From an optimization exercise on the open Yosys and OpenROAD flow, aimed at small area, a short achievable clock period and few clock cycles; shortcuts taken in it are not production practice. The RTL was checked by simulation tests, not by an equivalence proof against the original design. Power figures rest on the tool's default switching activity, not on a simulated workload.

## m10_numeng
module m10_numeng #(
    parameter [31:0] REF_CLK   = 32'd50000000,
    parameter [31:0] K_MS      = 32'd1000,
    parameter [31:0] K_US      = 32'd1,
    parameter [7:0]  FINE_WRAP = 8'd127
) (
    input  wire        clk,
    input  wire        rst,
    input  wire        tick,
    input  wire        cmd_valid,
    output wire        cmd_ready,
    input  wire [7:0]  cmd_op,
    input  wire [7:0]  cmd_imm,
    input  wire [31:0] cmd_arg,
    output wire        rsp_valid,
    output wire [2:0]  rsp_err,
    output wire [31:0] rsp_data,
    output wire        tx_valid,
    input  wire        tx_ready,
    output wire [7:0]  tx_data
);
For scale: roughly 99 I/O pins, ~25000 um2 of cells after synthesis.
export LEC_CHECK = 0
export ABC_AREA = 1
export CAP_MARGIN = 20
export CORE_MARGIN = 2
export CORE_UTILIZATION = 40
export CTS_BUF_LIST = sky130_fd_sc_hd__clkbuf_8
export CTS_CLUSTER_SIZE = 30
export PLACE_DENSITY = 0.6
export SETUP_SLACK_MARGIN = 2.5
export SLEW_MARGIN = 20
create_clock -name core_clock -period 6.0 [get_ports {clk}]
standard.sh (not shown) runs the stock make flow with config.mk's settings and CLKGATE_MAP_FILE= SYNTH_SCRIPT=/design/flow/synth_recipe.tcl, a recipe that flattens the netlist after the stock synthesis.
==> flow/flow/run.sh <==
#!/bin/bash
# The standard layout (standard.sh: ORFS synthesis to finish, unchanged),
# except that the ports are buffered with sky130_fd_sc_hd__buf_4 instead of the
# cell buffer_ports picks by default (a slow delay buffer, clkdlybuf4s50_1,
# which the platform's footprint-matched sizing can only swap for other delay
# cells). Every input and output port still gets its own buffer.
set -euo pipefail
export BUFFER_PORTS_ARGS="-buffer_cell sky130_fd_sc_hd__buf_4"
bash standard.sh finish > standard.log 2>&1
The starting point passed the timing, DRC and antenna checks.
Testbench counts at the start, summed over its fixed seeds: cycles 24,389.
Change:
==> flow/run.sh (new file) <==
#!/bin/bash
# synth_recipe.tcl (not shown) runs the flow's synth.tcl, then flattens the netlist and writes it again
# the make line also repeats each setting of config.mk as NAME=value (left out here)
make -C /OpenROAD-flow-scripts/flow DESIGN_CONFIG=/design/flow/config.mk WORK_HOME=/design/flow/orfs CLKGATE_MAP_FILE= SYNTH_SCRIPT=/design/flow/synth_recipe.tcl finish
- CTS_BUF_LIST: sky130_fd_sc_hd__clkbuf_8 -> unset
- CTS_CLUSTER_SIZE: 30 -> unset
- TNS_END_PERCENT: unset -> 20
removed: flow/flow/run.sh
removed: flow/standard.sh
=>
- The new run went through all stages and came out clean
- first-iteration DRC count falls by a few percent
- critical path depth is lower by 2
- worst setup slack improved by 0.017 ns
- sequential power barely changes
- fmax rose slightly
Change:
- CTS_BUF_LIST: unset -> sky130_fd_sc_hd__clkbuf_8
- CTS_CLUSTER_SIZE: unset -> 30
- TNS_END_PERCENT: 20 -> unset
Design area goes down by 0.38%.
Cell count increases by 0.89%.
Non-clock buffer count increases by 18.
Change:
==> flow/flow/run.sh (new file) <==
#!/bin/bash
# The standard layout (standard.sh: ORFS synthesis to finish, unchanged),
# except that the ports are buffered with sky130_fd_sc_hd__buf_4 instead of the
# cell buffer_ports picks by default (a slow delay buffer, clkdlybuf4s50_1,
# which the platform's footprint-matched sizing can only swap for other delay
# cells). Every input and output port still gets its own buffer.
set -euo pipefail
export BUFFER_PORTS_ARGS="-buffer_cell sky130_fd_sc_hd__buf_4"
bash standard.sh finish > standard.log 2>&1
==> flow/standard.sh (new file) <==
#!/bin/bash
# synth_recipe.tcl (not shown) runs the flow's synth.tcl, then flattens the netlist and writes it again
# the make line also repeats each setting of config.mk as NAME=value (left out here)
make -C /OpenROAD-flow-scripts/flow DESIGN_CONFIG=/design/flow/config.mk WORK_HOME=/design/flow/orfs CLKGATE_MAP_FILE= SYNTH_SCRIPT=/design/flow/synth_recipe.tcl "${@:-finish}"
- TNS_END_PERCENT: unset -> 20
removed: flow/run.sh
Fmax rose by 2.3%; final area fell by about 1.6%; wire length rose by 0.96%; global-route usage rose by 0.26 points; register-to-register slack improved by 0.08 ns; sequential power is about the same; final cell count fell by 0.49%; clock-buffer cell count rose by 2.


Another version of the RTL of m10_numeng (not shown whole).
Size: ~25,000 um2 of cells after synthesis.
Settings: LEC_CHECK=0, ABC_AREA=1, CAP_MARGIN=20, CORE_MARGIN=2, CORE_UTILIZATION=40, PLACE_DENSITY=0.6, SETUP_SLACK_MARGIN=2.5, SLEW_MARGIN=20; clock period 6.0 ns.
==> flow/flow/run.sh <==
#!/bin/bash
# The standard layout (standard.sh: ORFS synthesis to finish, unchanged),
# except that the ports are buffered with sky130_fd_sc_hd__buf_4 instead of the
# cell buffer_ports picks by default (a slow delay buffer, clkdlybuf4s50_1,
# which the platform's footprint-matched sizing can only swap for other delay
# cells). Every input and output port still gets its own buffer.
set -euo pipefail
export BUFFER_PORTS_ARGS="-buffer_cell sky130_fd_sc_hd__buf_4"
bash standard.sh finish > standard.log 2>&1
Testbench counts at the start, summed over its fixed seeds: cycles 24,253.
Rerun with:
==> flow/run.sh (new file) <==
#!/bin/bash
# synth_recipe.tcl (not shown) runs the flow's synth.tcl, then flattens the netlist and writes it again
# the make line also repeats each setting of config.mk as NAME=value (left out here)
make -C /OpenROAD-flow-scripts/flow DESIGN_CONFIG=/design/flow/config.mk WORK_HOME=/design/flow/orfs CLKGATE_MAP_FILE= SYNTH_SCRIPT=/design/flow/synth_recipe.tcl finish
- TNS_END_PERCENT: unset -> 20
removed: flow/flow/run.sh
removed: flow/standard.sh
The new run ran to the end with no violations. Wire length went down by a few percent. Core utilization went up by 0.43 points. Clock power went down by a few percent. Area after synthesis stays the same. Sequential cell count does not change.
Rerun with:
- TNS_END_PERCENT: 20 -> unset
After rerunning: First-iteration DRC count climbs by 9.1%. Worst setup slack got worse by 0.017 ns. Sequential share of layout area stays flat. Routed wire length came out higher by 3.8%. Clock skew grows by 0.011 ns. Hold slack gets better by 0.035 ns. Cell area is higher by 0.35%. Sequential cell count does not change. Combinational power is higher by about 0.6%.


RTL: one of the versions met above, not the one the previous note started from.
Size in the first run: roughly 290 flip-flops, roughly 99 I/O pins, about 0.025 sq mm of cells after synthesis.
## m10_numeng
module m10_numeng #(
    parameter [31:0] REF_CLK   = 32'd50000000,
    parameter [31:0] K_MS      = 32'd1000,
    parameter [31:0] K_US      = 32'd1,
    parameter [7:0]  FINE_WRAP = 8'd127
) (
    input  wire        clk,
    input  wire        rst,
    input  wire        tick,
    input  wire        cmd_valid,
    output wire        cmd_ready,
    input  wire [7:0]  cmd_op,
    input  wire [7:0]  cmd_imm,
    input  wire [31:0] cmd_arg,
    output wire        rsp_valid,
    output wire [2:0]  rsp_err,
    output wire [31:0] rsp_data,
    output wire        tx_valid,
    input  wire        tx_ready,
    output wire [7:0]  tx_data
);
    localparam integer MD_K    = 3;             
    localparam [4:0]   MD_LAST = 24 / MD_K - 1;
    localparam [6:0]   FINE_LAST = FINE_WRAP[6:0] - 7'd1;
    localparam [25:0]  NREF = REF_CLK[25:0];
    localparam [1:0] F_DEC = 2'd0;
    localparam [1:0] F_HEX = 2'd1;
    localparam [1:0] F_OCT = 2'd2;
    localparam [1:0] F_BIN = 2'd3;
    function [2:0] top8;
        input [7:0] x;
        begin
            top8[2] = |x[7:4];
            top8[1] = top8[2] ? |x[7:6] : |x[3:2];
            top8[0] = top8[2] ? (top8[1] ? x[7] : x[5]) : (top8[1] ? x[3] : x[1]);
        end
    endfunction
    function [4:0] top32;
        input [31:0] x;
        reg   [3:0]  g;
  ...
export LEC_CHECK = 0
export ABC_AREA = 1
export CAP_MARGIN = 20
export CORE_MARGIN = 2
export CORE_UTILIZATION = 40
export PLACE_DENSITY = 0.6
export SETUP_SLACK_MARGIN = 2.5
export SLEW_MARGIN = 20
create_clock -name core_clock -period 6.0 [get_ports {clk}]
==> flow/flow/run.sh <==
#!/bin/bash
# The standard layout (standard.sh: ORFS synthesis to finish, unchanged),
# except that the ports are buffered with sky130_fd_sc_hd__buf_4 instead of the
# cell buffer_ports picks by default (a slow delay buffer, clkdlybuf4s50_1,
# which the platform's footprint-matched sizing can only swap for other delay
# cells). Every input and output port still gets its own buffer.
set -euo pipefail
export BUFFER_PORTS_ARGS="-buffer_cell sky130_fd_sc_hd__buf_4"
bash standard.sh finish > standard.log 2>&1
The first run ran to the end with no violations.
Testbench counts at the start, summed over its fixed seeds: cycles 24,389.
Then changed:
==> flow/run.sh (new file) <==
#!/bin/bash
# synth_recipe.tcl (not shown) runs the flow's synth.tcl, then flattens the netlist and writes it again
# the make line also repeats each setting of config.mk as NAME=value (left out here)
make -C /OpenROAD-flow-scripts/flow DESIGN_CONFIG=/design/flow/config.mk WORK_HOME=/design/flow/orfs CLKGATE_MAP_FILE= SYNTH_SCRIPT=/design/flow/synth_recipe.tcl finish
removed: flow/flow/run.sh
removed: flow/standard.sh
Effect: The new run passed the timing, DRC and antenna checks. Routed wire length grows by 1.3%. Area after synthesis stays the same. Sequential power hardly moves. Clock power hardly moves. Die area stays the same. Count of clock-buffer cells in the layout shrinks by 1. Cell area is higher by 1.8%. Critical path depth increases by 2. Utilization came out higher by 0.88 points.

[port drivers added, routing unchanged]
The results above use ideal ports. As a check the final layouts listed here were re-extracted and re-timed, cells and wires unchanged. Step 1 assumes that a clkbuf_16 drives the clock port and a buf_2 every other input. Step 2 adds t to the input delays and takes it off the output delays; t is the mean of the earliest and latest rising clock arrival at the registers after step 1. Input paths then give back, and output paths get back, about the clock's delay inside the block. a / b / c = no drivers / after step 1 / after step 2; a / b = the first two.
run	t, ns	setup slack, ns	hold slack, ns	worst setup path at the end	worst data-port slew with drivers (ns)
the first run of note 1	0.730	2.474 / 2.474 / 1.885	0.468 / 0.468 / 0.468	input to register	0.13
the second run of note 1	0.631	2.491 / 2.453 / 1.947	0.450 / 0.450 / 0.450	input to register	0.11
the third run of note 1	0.726	2.395 / 2.395 / 1.813	0.454 / 0.454 / 0.454	input to register	0.14
the fourth run of note 1	0.709	2.478 / 2.449 / 1.860	0.448 / 0.448 / 0.448	input to register	0.07
the first run of note 2	0.632	2.426 / 2.426 / 1.913	0.433 / 0.433 / 0.433	input to register	0.12
the second run of note 2	0.633	2.448 / 2.433 / 1.897	0.427 / 0.427 / 0.427	input to register	0.11
the third run of note 2	0.624	2.431 / 2.431 / 1.942	0.463 / 0.463 / 0.463	input to register	0.09
the first run of note 3	0.637	2.499 / 2.499 / 1.958	0.465 / 0.465 / 0.465	input to register	0.14
the second run of note 3	0.631	2.479 / 2.453 / 1.970	0.461 / 0.461 / 0.461	input to register	0.14
After both steps setup and hold are still met in every run listed. The setup slack of the fourth run of note 1, which loses most, moves by -0.029 ns with the drivers and by -0.618 ns with both steps.
